Context: an optimization exercise on an open-source flow, tuned for small area. The choices shown serve that exercise and are no tape-out recipe.
At most, simulation tests tie the RTL to the original design; equivalence was not proved.
Power and IR drop assume default switching activity.

==> inputs of maple <==
==> flow/design.v <==
module jtag_spi_detector (
    input  wire tck,
    input  wire p_rstn,      
    input  wire p_rti1,      
    input  wire p_ce,        
    input  wire p_shift,     
    output wire sel,
    output wire selected_capture,
    output wire selected_shift
);
    localparam WAIT = 1'b0;
    localparam HELD = 1'b1;
    reg det;
    reg selected;
    always @(posedge tck) begin
        if (!p_rstn) begin
            det      <= WAIT;
            selected <= 1'b0;
        end else if (det == WAIT) begin
            if (p_rti1) begin
                det      <= HELD;
                selected <= p_rti1;
            end else begin
                det      <= WAIT;
                selected <= 1'b0;
            end
        end
    end
    assign sel              = selected;
    assign selected_capture = selected & p_ce & ~p_shift;
    assign selected_shift   = selected & p_shift;
endmodule
module jtag_spi_fsm #(
    parameter W = 16
) (
    input  wire tck,
    input  wire selected_capture,    
    input  wire selected_shift,
    input  wire tdi,
    input  wire miso,
    output wire mosi,
    output wire cs_n,
    output wire tdo
);
    localparam HW = (W > 1) ? $clog2(W) : 1;
    localparam [1:0] IDLE     = 2'd0;
    localparam [1:0] HEADER   = 2'd1;
    localparam [1:0] TRANSFER = 2'd2;
    localparam [HW-1:0] HEAD_INIT = W - 1;
    reg [1:0]    fsm;
    reg [HW-1:0] head;    
    reg [W-1:0]  bits;    
    reg          mosi_q;
    reg          csn_q;
    reg          tdo_q;
    wire [W-1:0] acc_next = {bits[W-2:0], tdi};
    always @(posedge tck) begin
        if (selected_capture) begin
            fsm  <= IDLE;
            head <= HEAD_INIT;
        end else begin
            case (fsm)
                IDLE: begin
                    if (selected_shift && tdi) begin
                        fsm  <= HEADER;
                        head <= HEAD_INIT;
                        bits <= {bits[W-2:0], 1'b1};
                    end
                end
                HEADER: begin
                    if (head <= 1) begin
                        head <= HEAD_INIT;
                        if (acc_next == 0) begin
                            fsm  <= IDLE;
                            bits <= 0;
                        end else begin
                            fsm  <= TRANSFER;
                            bits <= acc_next;
                        end
                    end else begin
                        head <= head - 1'b1;
                        bits <= acc_next;
                    end
                end
                TRANSFER: begin
                    if (bits <= 1) begin
                        fsm  <= IDLE;
                        bits <= 0;
                    end else begin
                        bits <= bits - 1'b1;
                    end
                end
                default: begin
                    fsm <= IDLE;
                end
            endcase
        end
    end
    always @(posedge tck) begin
        mosi_q <= tdi;
        csn_q  <= (fsm != TRANSFER);
    end
    always @(negedge tck) begin
        tdo_q <= miso;
    end
    assign mosi = mosi_q;
    assign cs_n = csn_q;
    assign tdo  = tdo_q;
endmodule
module jtag_spi_bridge (
    input  wire tck,
    input  wire tdi,
    input  wire p_shift,
    input  wire p_ce,
    input  wire p_rstn,
    input  wire p_rti1,
    output wire tdo,
    input  wire miso,
    output wire cs_n,
    output wire mosi,
    output wire spi_oe,      
    output wire wp_n,
    output wire hold_n
);
    wire sel;
    wire selected_capture;
    wire selected_shift;
    jtag_spi_detector u_det (
        .tck              (tck),
        .p_rstn           (p_rstn),
        .p_rti1           (p_rti1),
        .p_ce             (p_ce),
        .p_shift          (p_shift),
        .sel              (sel),
        .selected_capture (selected_capture),
        .selected_shift   (selected_shift)
    );
    jtag_spi_fsm #(.W(16)) u_fsm (
        .tck              (tck),
        .selected_capture (selected_capture),
        .selected_shift   (selected_shift),
        .tdi              (tdi),
        .miso             (miso),
        .mosi             (mosi),
        .cs_n             (cs_n),
        .tdo              (tdo)
    );
    assign spi_oe = sel;
    assign wp_n   = 1'b1;
    assign hold_n = 1'b1;
endmodule
==> flow/run.sh <==
#!/bin/bash
# synth_recipe.tcl (not shown) runs the flow's synth.tcl, then flattens the netlist and writes it again
# the make line also repeats each setting of config.mk as NAME=value (left out here)
make -C /OpenROAD-flow-scripts/flow DESIGN_CONFIG=/design/flow/config.mk WORK_HOME=/design/flow/orfs CLKGATE_MAP_FILE= SYNTH_SCRIPT=/design/flow/synth_recipe.tcl finish
==> flow/config.mk <==
export PLATFORM = sky130hd
export DESIGN_NAME = jtag_spi_bridge
export DESIGN_NICKNAME = jtag_spi_bridge
export VERILOG_FILES = /design/flow/design.v
export SDC_FILE = /design/flow/constraint.sdc
export NUM_CORES = 4
export LEC_CHECK = 0
export CAP_MARGIN = 20
export CORE_MARGIN = 2
export CORE_UTILIZATION = 40
export CTS_BUF_LIST = sky130_fd_sc_hd__clkbuf_8 sky130_fd_sc_hd__clkbuf_16
export SLEW_MARGIN = 20
==> flow/constraint.sdc <==
create_clock -name core_clock -period 10.0 [get_ports {tck}]
set_input_delay 2.0000 -clock core_clock [delete_from_list [all_inputs] [get_ports {tck}]]
set_output_delay 2.0000 -clock core_clock [all_outputs]
set_load 0.01 [all_outputs]
==> inputs of onyx, as changes to maple <==
==> flow/design.v (replaced) <==
module jtag_spi_bridge (
    input  wire tck,
    input  wire tdi,
    input  wire p_shift,
    input  wire p_ce,
    input  wire p_rstn,
    input  wire p_rti1,
    output wire tdo,
    input  wire miso,
    output wire cs_n,
    output wire mosi,
    output wire spi_oe,      
    output wire wp_n,
    output wire hold_n
);
    reg selected;
    always @(posedge tck)
        selected <= p_rstn & (selected | p_rti1);
    wire selected_capture = selected & p_ce & ~p_shift;
    wire selected_shift   = selected & p_shift;
    reg        xfer;      
    reg [15:0] bits;      
    reg        mosi_q;
    reg        csn_q;
    reg        tdo_q;
    wire busy   = |bits[14:1];
    wire hdr    = busy | bits[0];                
    wire last   = bits[0] & ~busy & ~bits[15];   
    wire sin    = tdi & (selected_shift | hdr);
    always @(posedge tck) begin
        if (selected_capture) begin
            xfer <= 1'b0;
            bits <= 16'd0;
        end else if (xfer) begin
            if (last) xfer <= 1'b0;
            bits <= bits - 1'b1;
        end else begin
            if (bits[14]) xfer <= 1'b1;
            bits <= {bits[14:0], sin};
        end
    end
    always @(posedge tck) begin
        mosi_q <= tdi;
        csn_q  <= ~xfer;
    end
    always @(negedge tck)
        tdo_q <= miso;
    assign spi_oe = selected;
    assign mosi   = mosi_q;
    assign cs_n   = csn_q;
    assign tdo    = tdo_q;
    assign wp_n   = 1'b1;
    assign hold_n = 1'b1;
endmodule
==> inputs of sierra, as changes to maple <==
==> flow/design.v (replaced) <==
module jtag_spi_bridge (
    input  wire tck,
    input  wire tdi,
    input  wire p_shift,
    input  wire p_ce,
    input  wire p_rstn,
    input  wire p_rti1,
    output wire tdo,
    input  wire miso,
    output wire cs_n,
    output wire mosi,
    output wire spi_oe,      
    output wire wp_n,
    output wire hold_n
);
    reg selected;
    always @(posedge tck)
        selected <= p_rstn & (selected | p_rti1);
    wire selected_capture = selected & p_ce & ~p_shift;
    wire selected_shift   = selected & p_shift;
    reg        xfer;      
    reg [15:0] bits;      
    reg        mosi_q;
    reg        csn_q;
    reg        tdo_q;
    wire busy   = |bits[14:1];
    wire hdr    = busy | bits[0];                
    wire last   = bits[0] & ~busy & ~bits[15];   
    wire sin    = tdi & (selected_shift | hdr);
    always @(posedge tck) begin
        if (selected_capture) begin
            xfer <= 1'b0;
            bits <= 16'd0;
        end else if (xfer) begin
            if (last) xfer <= 1'b0;
            bits <= bits - 1'b1;
        end else begin
            if (bits[14]) xfer <= 1'b1;
            bits <= {bits[14:0], sin};
        end
    end
    always @(posedge tck) begin
        mosi_q <= tdi;
        csn_q  <= ~xfer;
    end
    always @(negedge tck)
        tdo_q <= miso;
    assign spi_oe = selected;
    assign mosi   = mosi_q;
    assign cs_n   = csn_q;
    assign tdo    = tdo_q;
    assign wp_n   = 1'b1;
    assign hold_n = 1'b1;
endmodule
- ABC_AREA: not set -> 1
- CTS_BUF_LIST: sky130_fd_sc_hd__clkbuf_8 sky130_fd_sc_hd__clkbuf_16 -> sky130_fd_sc_hd__clkbuf_2 sky130_fd_sc_hd__clkbuf_4
==> summary of the runs <==
onyx ran to the end with no violations. maple produced a clean layout. sierra went through all stages and came out clean.
Non-clock buffer count is the same in sierra and onyx.
Against sierra, the worst hold slack of onyx is worse by 0.025 ns.
The highest first-iteration DRC count belongs to maple, the lowest to onyx.
Count of clock-buffer cells in the layout is the same in sierra and maple.
Via count: maple > sierra > onyx.
In sierra the clock power is lower than in maple, by 31%.
In sierra the combinational power is larger than in onyx, by about 60%.
Of onyx and sierra, sierra has the higher synthesized cell count (gap 35%, measured against sierra).
In onyx the global-route usage is higher than in maple, by 0.83 points.
Cell count: onyx is smaller than maple (about 30%).
Wire length: maple > sierra > onyx.
For onyx and sierra, only the layout was checked, not whether the RTL still works.
